Background: an optimization exercise with open tools, aiming at small area, a short achievable clock period and few clock cycles. Do not read the settings as production practice. Where RTL was checked, it was by simulation tests only, not by an equivalence proof against the original. Power figures rest on the tool's default switching activity, not on a simulated workload.

## counter_rtc
module counter_rtc (
    input  wire        clk,
    input  wire        rst,
    input  wire        in_valid,
    output wire        in_ready,
    input  wire        in_tick,
    input  wire [31:0] in_w0,
    input  wire [31:0] in_w1,
    input  wire [31:0] in_w2,
    input  wire [31:0] in_w3,
    input  wire [31:0] in_w4,
    output wire        out_valid,
    output wire        out_event,
    output wire [31:0] out_w0,
    output wire [31:0] out_w1,
    output wire [31:0] out_w2,
    output wire [31:0] out_w3,
    output wire [31:0] out_w4
);
Size: about 2200 cells after synthesis, about 390 flip-flops, about 330 I/O pins.
clock: 12.0 ns
lec_check: 0
cap_margin: 20
core_margin: 2
core_utilization: 40
setup_slack_margin: 5
slew_margin: 20
standard.sh (not shown) runs the stock make flow with config.mk's settings and CLKGATE_MAP_FILE= SYNTH_SCRIPT=/design/flow/synth_recipe.tcl, a recipe that flattens the netlist after the stock synthesis.
==> flow/flow/run.sh <==
#!/bin/bash
# Layout flow: the standard layout (standard.sh: the standard synthesis,
# floorplan, power grid, placement, clock tree and routing at the design's
# clock period and constraints), with two make settings changed:
#  - the buffer put on every input and output port is buf_1 instead of the
#    flow's default choice;
set -euo pipefail
cd "$(dirname "$0")/.."
bash standard.sh \
  BUFFER_PORTS_ARGS="-buffer_cell sky130_fd_sc_hd__buf_1" \
  SETUP_SLACK_MARGIN=7 \
  finish > standard_flow.log 2>&1
The starting point completed with no timing, DRC or antenna violations.
Testbench counts at the start, summed over its fixed seeds: cycles 17,324.
Then changed:
--- a/flow/design.v
+++ b/flow/design.v
@@ -39,36 +39,34 @@
     reg [45:0] tv_d;           
     reg [1:0][22:0] ocr;       
     reg [1:0]       ie;
     reg [1:0][45:0] a_tgt;
     reg [1:0][31:0] a_cb, a_ctx;
     reg [1:0]       a_active;
     reg [1:0]       a_zero;    
     reg        p_fire1;        
     reg        p_eval0;        
     reg        p_eval1;        
     reg        p_sa;           
+    reg        p_isx;          
     reg        p_resp;         
     reg        o_valid;
     reg        o_event;
     reg        o_b0;           
     reg        o_b1;           
     reg [2:0]  o_code;
     reg        o_late;
     reg        m_k;            
     reg        o_time;         
     reg [1:0]  o_ev;           
     reg [1:0]  o_ga;           
-    wire busy = p_fire1 | p_eval0 | p_eval1 | p_sa | p_resp;
-    assign in_ready = !busy;
-    wire acc = in_valid && !busy;
     wire [14:0] lm;
     genvar gi;
     generate
         for (gi = 0; gi < 15; gi = gi + 1) begin : g_lm
             assign lm[gi] = freq_log2 < (4'd15 - gi);
         end
     endgenerate
     wire [22:0] bm    = {lm, 8'hFF};
     wire [45:0] lmx   = {31'd0, lm};
     wire [45:0] bmx   = {23'd0, bm};
     wire [22:0] cmask = bm & ~{8'd0, lm};    
@@ -99,30 +97,33 @@
     wire freq_ok = (in_w1[31:16] == 16'd0) && (in_w1[15:0] != 16'd0) &&
                    ((in_w1[15:0] & (in_w1[15:0] - 16'd1)) == 16'd0);
     reg [3:0] freq_n;
     integer i;
     always @(*) begin
         freq_n = 4'd0;
         for (i = 0; i < 16; i = i + 1)
             if (in_w1[i]) freq_n = freq_n | i[3:0];
     end
     wire [30:0] t_s = in_w1[30:0] + {{14{in_w2[31]}}, in_w2[31:15]};
     wire [45:0] tt  = {t_s, in_w2[14:0]};
-    wire        msel     = busy ? m_k : in_w0[8];
+    wire        msel     = m_k;
     wire [45:0] m_tgt    = msel ? a_tgt[1] : a_tgt[0];
     wire        m_gt     = lt46(tv, m_tgt);                 
     wire        m_blk_eq = (((tv ^ m_tgt) & ~bmx) == 46'd0);
     wire        m_tck_eq = (((tv ^ m_tgt) & ~lmx) == 46'd0);
     wire        m_cmpnz  = ((m_tgt[22:0] & cmask) != 23'd0);
     wire        m_active = msel ? a_active[1] : a_active[0];
     wire s_arm = m_blk_eq && !m_tck_eq && m_gt;     
+    wire busy = p_fire1 | p_eval0 | p_eval1 | p_sa | p_isx | p_resp;
+    assign in_ready = !busy;
+    wire acc = in_valid && !busy;
     wire e_arm  = m_active && m_blk_eq && m_cmpnz;
     wire e_fire = m_active && (m_blk_eq ? !m_cmpnz : !m_gt);
     wire e_late = !m_blk_eq;
     wire [45:0] tvo = tv | lmx;
     reg  [45:0] tv_inc;
     always @(*) begin
         tv_inc[0] = ~tvo[0];
         for (i = 1; i < 46; i = i + 1)
             tv_inc[i] = tvo[i] ^ (&(tvo | ~((46'd1 << i) - 46'd1)));
     end
     wire        ovf    = ((tv[22:0] | ~cmask) == 23'h7FFFFF);
@@ -208,22 +209,28 @@
     end
             end else begin
                 a_active[m_k] <= 1'b0;
                 ie[m_k]       <= 1'b0;
     begin 
         o_valid <= 1'b1; o_event <= 1'b1; 
         o_b0 <= (m_k); o_late <= (1'b1); 
         o_ev <= (m_k) ? 2'b10 : 2'b01; 
     end
                 p_resp <= 1'b1;
             end
+        end else if (p_isx) begin
+            p_isx <= 1'b0;
+    begin 
+        o_valid <= 1'b1; o_event <= 1'b0; 
+        o_b0 <= (m_active && !m_gt); o_b1 <= (1'b0); o_code <= (C_OK); 
+    end
         end else if (p_resp) begin
             p_resp <= 1'b0;
     begin 
         o_valid <= 1'b1; o_event <= 1'b0; 
         o_b0 <= (1'b1); o_b1 <= (1'b0); o_code <= (C_OK); 
     end
         end else begin
         if (acc && in_tick) begin
             if (begun) begin
                 if (match[0] && ie[0]) ie[0] <= 1'b0;
                 if (match[1] && ie[1]) ie[1] <= 1'b0;
@@ -296,26 +303,23 @@
         o_valid <= 1'b1; o_event <= 1'b0; 
         o_b0 <= (1'b0); o_b1 <= (1'b0); o_code <= (C_INDEX); 
     end
                     end else begin
                         case (op)
                         8'h05:  
     begin 
         o_valid <= 1'b1; o_event <= 1'b0; 
         o_b0 <= (a_active[k]); o_b1 <= (1'b0); o_code <= (C_OK); 
     end
                         8'h06: begin  
-    begin 
-        o_valid <= 1'b1; o_event <= 1'b0; 
-        o_b0 <= (m_active && !m_gt); o_b1 <= (1'b0); o_code <= (C_OK); 
-    end
+                            p_isx <= 1'b1;
                         end
                         8'h07: begin  
     begin 
         o_valid <= 1'b1; o_event <= 1'b0; 
         o_b0 <= (1'b1); o_b1 <= (a_active[k]); o_code <= (C_OK); 
     end
                             if (!a_zero[k]) o_ga <= k ? 2'b10 : 2'b01;
                         end
                         8'h09: begin  
                             ie[k]       <= 1'b0;
                             a_active[k] <= 1'b0;
@@ -350,16 +354,17 @@
             tv <= 46'd0;
         else if (tv_set)
             tv <= tt & ~lmx;
         else if (tv_tick)
             tv <= tv_inc;
         if (rst) begin
             begun   <= 1'b0;
             p_fire1 <= 1'b0;
             p_eval0 <= 1'b0;
             p_eval1 <= 1'b0;
             p_sa    <= 1'b0;
+            p_isx   <= 1'b0;
             p_resp  <= 1'b0;
             o_valid <= 1'b0;
         end
     end
 endmodule
Maximum frequency increases by 22%.
Clock-buffer cell count is unchanged.
Sequential power barely changes.
Total power decreases by 0.58%.
Design area decreases by 6.3%.
Critical path depth decreases by 13.
Utilization decreases by 1.6 points.
Flip-flop and latch count increases by 1.
For the second run of this note, only the layout was checked, not whether the RTL still works.

[port drivers added, routing unchanged]
The results above use ideal ports. As a check the final layouts listed here were re-extracted and re-timed, cells and wires unchanged.
Step 1, drivers: a clkbuf_16 drives clk and a buf_2 each remaining input, both assumed.
Step 2 also shifts input and output timing later by t, the mid clock arrival at the registers, as if the neighbouring blocks saw the same clock.
a / b / c = ideal ports / drivers / drivers and shift; a / b = the first two.
run | shift t [ns] | setup WS [ns] | latest minus earliest clock arrival (ns) | worst data-port slew with drivers (ns) | pins driven straight from the clock port
the first run | 0.643 | 5.927 / 5.937 / 5.294 | 0.040 / 0.040 | 0.07 | 1
the second run | 0.637 | 7.022 / 7.035 / 6.422 | 0.022 / 0.023 | 0.12 | 1
After both steps setup and hold are still met in every run listed. For the first run, which loses most, drivers alone change the setup slack by +0.010 ns; drivers and shift together by -0.633 ns.
